What follows belongs to an exercise in optimizing a design on an open flow for a short achievable clock period; a production flow would make more cautious choices.
The RTL was checked by simulation tests, not by an equivalence proof against the original design.
Power figures rest on the tool's default switching activity, not on a simulated workload.

==> inputs of quartz <==
==> flow/design.v <==
module frame_check #(
    parameter [7:0] START = 8'hA5,
    parameter [7:0] STOP  = 8'h5A
) (
    input  wire [39:0] frame,
    output wire [1:0]  status,    
    output wire [7:0]  option,
    output wire [7:0]  value
);
    wire [7:0] b0 = frame[39:32];
    wire [7:0] b1 = frame[31:24];
    wire [7:0] b2 = frame[23:16];
    wire [7:0] b3 = frame[15:8];
    wire [7:0] b4 = frame[7:0];
    wire [7:0] z = b1 ^ b2 ^ b3;
    wire [7:0] k = {(b1[6:0] & b2[6:0]) | ((b1[6:0] | b2[6:0]) & ~b3[6:0]), 1'b0};
    wire       sum_ok     = (z == k);
    wire       markers_ok = (b0 == START) && (b4 == STOP);
    assign status = {markers_ok & ~sum_ok, ~markers_ok};
    assign option = b1;
    assign value  = b2;
endmodule
module frame_codec_queue #(
    parameter [7:0] START = 8'hA5,
    parameter [7:0] STOP  = 8'h5A
) (
    input  wire        clk,
    input  wire        rst,
    input  wire        enq_valid,
    input  wire [7:0]  enq_data,
    input  wire        deq_req,
    output wire        deq_valid,
    output wire [39:0] deq_frame,
    output wire [1:0]  deq_status,
    output wire [7:0]  deq_option,
    output wire [7:0]  deq_value,
    output wire        empty,
    output reg         full,
    input  wire [7:0]  enc_option,
    input  wire [7:0]  enc_value,
    output wire [39:0] enc_frame,
    input  wire [39:0] dec_frame,
    output wire [1:0]  dec_status,
    output wire [7:0]  dec_option,
    output wire [7:0]  dec_value
);
    localparam [1:0] ST_NONE_AVAILABLE = 2'd3;
    reg [39:0] slot [0:3];    
    reg [1:0]  wfi;
    reg [2:0]  wbi;
    reg [1:0]  rfi;
    reg [39:0] head;          
    reg [1:0]  head_status;   
    reg        empty_r;       
    assign empty      = empty_r;
    assign deq_valid  = ~empty_r;
    assign deq_frame  = head;
    assign deq_status = head_status;
    assign deq_option = head[31:24];
    assign deq_value  = head[23:16];
    wire       do_deq     = deq_req & ~empty_r;
    wire       do_enq     = enq_valid & ~rst;
    wire       last_byte  = (wbi == 3'd4);
    wire [1:0] rfi_inc    = rfi + 2'd1;
    wire [1:0] wfi_inc    = wfi + 2'd1;
    wire [1:0] rfi_after  = do_deq ? rfi_inc : rfi;
    wire       full_after = (do_deq && rfi == wfi) ? 1'b0 : full;
    wire       wrap       = do_enq & last_byte;
    wire [1:0] rfi_n  = rst ? 2'd0 : rfi_after;
    wire [1:0] wfi_n  = rst ? 2'd0 : (wrap ? wfi_inc : wfi);
    wire [2:0] wbi_n  = rst ? 3'd0 : (do_enq ? (last_byte ? 3'd0 : wbi + 3'd1) : wbi);
    wire       full_n = rst ? 1'b0 : ((wrap && wfi_inc == rfi_after) ? 1'b1 : full_after);
    wire [39:0] cur_slot = slot[rfi];
    wire [39:0] nxt_slot = slot[rfi_inc];
    wire        hit_cur  = (wfi == rfi);
    wire        hit_nxt  = (wfi == rfi_inc);
    wire [39:0] base_n = rst ? slot[0] : (do_deq ? nxt_slot : cur_slot);
    wire        hit_n  = rst ? 1'b0 : (do_deq ? hit_nxt : hit_cur);
    reg  [39:0] head_n;
    integer i;
    always @(*) begin
        head_n = base_n;
        for (i = 0; i < 5; i = i + 1)
            if (do_enq && hit_n && wbi == i)
                head_n[39-8*i -: 8] = enq_data;
    end
    wire        empty_n = ~full_n & (wfi_n == rfi_n);
    wire [1:0]  head_check;
    frame_check #(.START(START), .STOP(STOP)) u_head_check (
        .frame  (head_n),
        .status (head_check),
        .option (),
        .value  ()
    );
    always @(posedge clk) begin
        rfi         <= rfi_n;
        wfi         <= wfi_n;
        wbi         <= wbi_n;
        full        <= full_n;
        empty_r     <= empty_n;
        head        <= head_n;
        head_status <= empty_n ? ST_NONE_AVAILABLE : head_check;
    end
    genvar s, b;
    generate
        for (s = 0; s < 4; s = s + 1) begin : g_slot
            for (b = 0; b < 5; b = b + 1) begin : g_byte
                always @(posedge clk) begin
                    if (do_enq && wfi == s && wbi == b)
                        slot[s][39-8*b -: 8] <= enq_data;
                end
            end
        end
    endgenerate
    wire [7:0] enc_sum = enc_option + enc_value;
    assign enc_frame = {START, enc_option, enc_value, enc_sum, STOP};
    frame_check #(.START(START), .STOP(STOP)) u_dec_check (
        .frame  (dec_frame),
        .status (dec_status),
        .option (dec_option),
        .value  (dec_value)
    );
endmodule
==> flow/run.sh <==
#!/bin/bash
# synth_recipe.tcl (not shown) runs the flow's synth.tcl, then flattens the netlist and writes it again
# the make line also repeats each setting of config.mk as NAME=value (left out here)
make -C /OpenROAD-flow-scripts/flow DESIGN_CONFIG=/design/flow/config.mk WORK_HOME=/design/flow/orfs CLKGATE_MAP_FILE= SYNTH_SCRIPT=/design/flow/synth_recipe.tcl finish
==> flow/config.mk <==
export PLATFORM = sky130hd
export DESIGN_NAME = frame_codec_queue
export DESIGN_NICKNAME = frame_codec_queue
export VERILOG_FILES = /design/flow/design.v
export SDC_FILE = /design/flow/constraint.sdc
export NUM_CORES = 4
export LEC_CHECK = 0
export ABC_CLOCK_PERIOD_IN_PS = 1000
export CAP_MARGIN = 20
export CORE_MARGIN = 2
export CORE_UTILIZATION = 40
export GPL_TIMING_DRIVEN = 1
export SETUP_SLACK_MARGIN = 2.5
export SLEW_MARGIN = 20
export TNS_END_PERCENT = 100
==> flow/constraint.sdc <==
create_clock -name core_clock -period 5.0 [get_ports {clk}]
set_input_delay 1.0000 -clock core_clock [delete_from_list [all_inputs] [get_ports {clk}]]
set_output_delay 1.0000 -clock core_clock [all_outputs]
set_load 0.01 [all_outputs]
==> inputs of cedar, as changes to quartz <==
==> flow/config.mk (replaced) <==
export PLATFORM = sky130hd
export DESIGN_NAME = frame_codec_queue
export DESIGN_NICKNAME = frame_codec_queue
export VERILOG_FILES = /design/flow/design.v
export SDC_FILE = /design/flow/constraint.sdc
export NUM_CORES = 4
export LEC_CHECK = 0
export CAP_MARGIN = 20
export CORE_MARGIN = 2
export CORE_UTILIZATION = 40
export SLEW_MARGIN = 20
==> inputs of pepper, as changes to quartz <==
==> flow/design.v (replaced) <==
module frame_check #(
    parameter [7:0] START = 8'hA5,
    parameter [7:0] STOP  = 8'h5A
) (
    input  wire [39:0] frame,
    output wire [1:0]  status,    
    output wire [7:0]  option,
    output wire [7:0]  value
);
    wire [7:0] b0 = frame[39:32];
    wire [7:0] b1 = frame[31:24];
    wire [7:0] b2 = frame[23:16];
    wire [7:0] b3 = frame[15:8];
    wire [7:0] b4 = frame[7:0];
    wire [7:0] t     = b1 ^ b2;
    wire [7:0] carry = {(t[6:0] & ~b3[6:0]) | (~t[6:0] & b1[6:0]), 1'b0};
    wire [7:0] miss  = t ^ (b3 ^ carry);
    wire       sum_ok     = ~|miss;
    wire       markers_ok = (b0 == START) && (b4 == STOP);
    assign status = {markers_ok & ~sum_ok, ~markers_ok};
    assign option = b1;
    assign value  = b2;
endmodule
module frame_codec_queue #(
    parameter [7:0] START = 8'hA5,
    parameter [7:0] STOP  = 8'h5A
) (
    input  wire        clk,
    input  wire        rst,
    input  wire        enq_valid,
    input  wire [7:0]  enq_data,
    input  wire        deq_req,
    output wire        deq_valid,
    output wire [39:0] deq_frame,
    output wire [1:0]  deq_status,
    output wire [7:0]  deq_option,
    output wire [7:0]  deq_value,
    output wire        empty,
    output reg         full,
    input  wire [7:0]  enc_option,
    input  wire [7:0]  enc_value,
    output wire [39:0] enc_frame,
    input  wire [39:0] dec_frame,
    output wire [1:0]  dec_status,
    output wire [7:0]  dec_option,
    output wire [7:0]  dec_value
);
    localparam [1:0] ST_NONE_AVAILABLE = 2'd3;
    reg [39:0] slot [0:3];    
    reg [3:0]  wfi;           
    reg [4:0]  wbi;           
    reg [3:0]  rfi;           
    reg [39:0] head;          
    reg [39:0] nxt;           
    reg [1:0]  head_status;   
    reg        empty_r;       
    assign empty      = empty_r;
    assign deq_valid  = ~empty_r;
    assign deq_frame  = head;
    assign deq_status = head_status;
    assign deq_option = head[31:24];
    assign deq_value  = head[23:16];
    wire [3:0] rfi_inc  = {rfi[2:0], rfi[3]};
    wire [3:0] rfi_inc2 = {rfi[1:0], rfi[3:2]};
    wire [3:0] wfi_inc  = {wfi[2:0], wfi[3]};
    wire       hit_cur  = |(wfi & rfi);        
    wire       hit_nxt  = |(wfi & rfi_inc);    
    wire       hit_nxt2 = |(wfi & rfi_inc2);   
    wire       hit_prv  = |(wfi_inc & rfi);    
    wire do_deq = deq_req & ~empty_r;
    wire do_enq = enq_valid & ~rst;
    wire wrap   = do_enq & wbi[4];
    wire [3:0] rfi_n  = rst ? 4'b0001 : (do_deq ? rfi_inc : rfi);
    wire [3:0] wfi_n  = rst ? 4'b0001 : (wrap ? wfi_inc : wfi);
    wire [4:0] wbi_n  = rst ? 5'b00001 : (do_enq ? {wbi[3:0], wbi[4]} : wbi);
    wire       full_d = full & ~(do_deq & hit_cur);
    wire       meet   = do_deq ? hit_cur : hit_prv;          
    wire       full_n = ~rst & (full_d | (wrap & meet));
    wire       same_n = rst | (wrap == do_deq ? hit_cur : (wrap ? hit_prv : hit_nxt));
    wire       empty_n = ~full_n & same_n;
    wire [39:0] cur_slot  = head;
    wire [39:0] nxt2_slot = ({40{rfi_inc2[0]}} & slot[0]) | ({40{rfi_inc2[1]}} & slot[1]) |
                            ({40{rfi_inc2[2]}} & slot[2]) | ({40{rfi_inc2[3]}} & slot[3]);
    wire [39:0] head_base = rst ? slot[0] : (do_deq ? nxt : cur_slot);
    wire [39:0] nxt_base  = rst ? slot[1] : (do_deq ? nxt2_slot : nxt);
    wire        head_hit  = do_enq & (do_deq ? hit_nxt : hit_cur);
    wire        nxt_hit   = do_enq & (do_deq ? hit_nxt2 : hit_nxt);
    reg [39:0] head_n, nxt_n;
    integer i;
    always @(*) begin
        head_n = head_base;
        nxt_n  = nxt_base;
        for (i = 0; i < 5; i = i + 1) begin
            if (head_hit && wbi[i]) head_n[39-8*i -: 8] = enq_data;
            if (nxt_hit  && wbi[i]) nxt_n[39-8*i -: 8]  = enq_data;
        end
    end
    wire [1:0] head_check;
    frame_check #(.START(START), .STOP(STOP)) u_head_check (
        .frame  (head_n),
        .status (head_check),
        .option (),
        .value  ()
    );
    always @(posedge clk) begin
        rfi         <= rfi_n;
        wfi         <= wfi_n;
        wbi         <= wbi_n;
        full        <= full_n;
        empty_r     <= empty_n;
        head        <= head_n;
        nxt         <= nxt_n;
        head_status <= empty_n ? ST_NONE_AVAILABLE : head_check;
    end
    genvar s, b;
    generate
        for (s = 0; s < 4; s = s + 1) begin : g_slot
            for (b = 0; b < 5; b = b + 1) begin : g_byte
                always @(posedge clk) begin
                    if (do_enq && wfi[s] && wbi[b])
                        slot[s][39-8*b -: 8] <= enq_data;
                end
            end
        end
    endgenerate
    wire [7:0] eg = enc_option & enc_value;
    wire [7:0] ep = enc_option | enc_value;
    wire [7:0] ex = enc_option ^ enc_value;
    wire g10 = eg[1] | ep[1] & eg[0];
    wire g32 = eg[3] | ep[3] & eg[2];  wire p32 = ep[3] & ep[2];
    wire g54 = eg[5] | ep[5] & eg[4];  wire p54 = ep[5] & ep[4];
    wire g20 = eg[2] | ep[2] & g10;
    wire g30 = g32 | p32 & g10;
    wire g64 = eg[6] | ep[6] & g54;    wire p64 = ep[6] & p54;
    wire g40 = eg[4] | ep[4] & g30;
    wire g50 = g54 | p54 & g30;
    wire g60 = g64 | p64 & g30;
    wire [7:0] enc_sum = ex ^ {g60, g50, g40, g30, g20, g10, eg[0], 1'b0};
    assign enc_frame = {START, enc_option, enc_value, enc_sum, STOP};
    frame_check #(.START(START), .STOP(STOP)) u_dec_check (
        .frame  (dec_frame),
        .status (dec_status),
        .option (dec_option),
        .value  (dec_value)
    );
endmodule
==> flow/flow/run.sh (new file) <==
#!/bin/bash
# ORFS layout through the standard.sh, with two changes to synthesis:
# - Yosys's full/half-adder extraction is off (ADDER_MAP_FILE empty);
# - ABC maps with flow/speed.abc, a delay-driven script, in place of ORFS's
#   abc_speed.script, and maps the purely combinational encoder and decoder
#   cones (enc_frame, dec_status) in runs of their own first, so that each is
#   mapped for its own delay rather than relaxed to the design's longest path.
# Registers, and everything after synthesis, are the standard flow's.
set -euo pipefail
W=$PWD
{
  echo 'proc abc {args} {'
  echo '  set i [lsearch -exact $args -script]'
  echo '  if {$i >= 0} { lset args [expr {$i + 1}] $::env(SPEED_ABC_SCRIPT) }'
  echo '  foreach out {enc_frame dec_status} {'
  echo '    yosys select -set cone w:$out %ci*'
  echo '    yosys abc {*}$args @cone'
  echo '  }'
  echo '  yosys select -clear'
  echo '  yosys abc {*}$args'
  echo '}'
  cat synth_recipe.tcl
} > my_synth.tcl
export SPEED_ABC_SCRIPT=$W/flow/speed.abc
bash standard.sh SYNTH_SCRIPT=$W/my_synth.tcl ADDER_MAP_FILE= finish > standard.log 2>&1
==> flow/flow/speed.abc (new file) <==
strash
balance
rewrite
refactor
balance
dch -f
map -D 200
buffer -c
upsize -D 200
dnsize -D 200
==> flow/standard.sh (new file) <==
#!/bin/bash
# synth_recipe.tcl (not shown) runs the flow's synth.tcl, then flattens the netlist and writes it again
# the make line also repeats each setting of config.mk as NAME=value (left out here)
make -C /OpenROAD-flow-scripts/flow DESIGN_CONFIG=/design/flow/config.mk WORK_HOME=/design/flow/orfs CLKGATE_MAP_FILE= SYNTH_SCRIPT=/design/flow/synth_recipe.tcl "${@:-finish}"
==> flow/config.mk (replaced) <==
export PLATFORM = sky130hd
export DESIGN_NAME = frame_codec_queue
export DESIGN_NICKNAME = frame_codec_queue
export VERILOG_FILES = /design/flow/design.v
export SDC_FILE = /design/flow/constraint.sdc
export NUM_CORES = 4
export LEC_CHECK = 0
export CAP_MARGIN = 20
export CORE_MARGIN = 2
export CORE_UTILIZATION = 60
export SETUP_SLACK_MARGIN = 2.5
export SLEW_MARGIN = 20
export TNS_END_PERCENT = 100
removed: flow/run.sh
==> comparison <==
Register-to-register slack, highest first: pepper, quartz, cedar.
Routed wire length, highest first: pepper, quartz, cedar.
The highest final cell count belongs to pepper, the lowest to cedar.
In cedar the critical path depth is lower than in quartz, by 3.
==> figures <==
Sequential power share: cedar 47.6%; quartz 49.0%; pepper 44.5%
Status: cedar finished clean; quartz finished clean; pepper finished clean
Placed instance count: cedar 1235; quartz 1235; pepper 1721
Complex-gate fraction of the synthesized area: cedar 16.6%; quartz 16.6%; pepper 16.1%
Startpoint of the tightest hold check path: cedar wbi[1]; quartz wbi[1]; pepper rfi[3]
Delay contributed by the slowest stage of the critical path: cedar 0.58 ns; quartz 0.48 ns; pepper 0.23 ns
Maximum fanout along the worst path: cedar 2; quartz 29; pepper 4
Final standard cell count with taps included and fillers excluded: cedar 1279; quartz 1324; pepper 1857
Worst path slowest cell: cedar sky130_fd_sc_hd__clkdlybuf4s50_1; quartz sky130_fd_sc_hd__fa_1; pepper sky130_fd_sc_hd__a21oi_2
Relative area of non-clock buffer cells in the final design: cedar 15.5%; quartz 17.0%; pepper 15.2%

[afterwards: timing with drivers on the ports]
In the flow no input, the clock included, has a driving cell. The finished layouts below were timed again as built, in two steps.
Step 1 assumes that a clkbuf_16 drives the clock port and a buf_2 every other input.
Step 2, shift: input delay + t, output delay - t, t = (earliest + latest rising clock arrival at the registers) / 2. This alone moves slack from input paths to output paths.
Three values: ideal, step 1, step 2; two values: the first two.
run	t, ns	slack for setup (ns)	hold slack, ns	clock arrival spread, ns	worst register clock-pin slew, ns
quartz	0.550	1.268 / 1.268 / 0.726	0.520 / 0.520 / 0.520	0.012 / 0.012	0.06 / 0.06
cedar	0.558	0.434 / 0.409 / -0.023	0.518 / 0.518 / 0.518	0.012 / 0.011	0.06 / 0.06
pepper	0.576	1.968 / 1.925 / 1.786	0.569 / 0.569 / 0.569	0.013 / 0.012	0.07 / 0.07
Met with ideal ports but missed after step 2: setup timing in cedar. The setup slack of quartz, which loses most, moves by 0.000 ns with the drivers and by -0.542 ns with both steps.
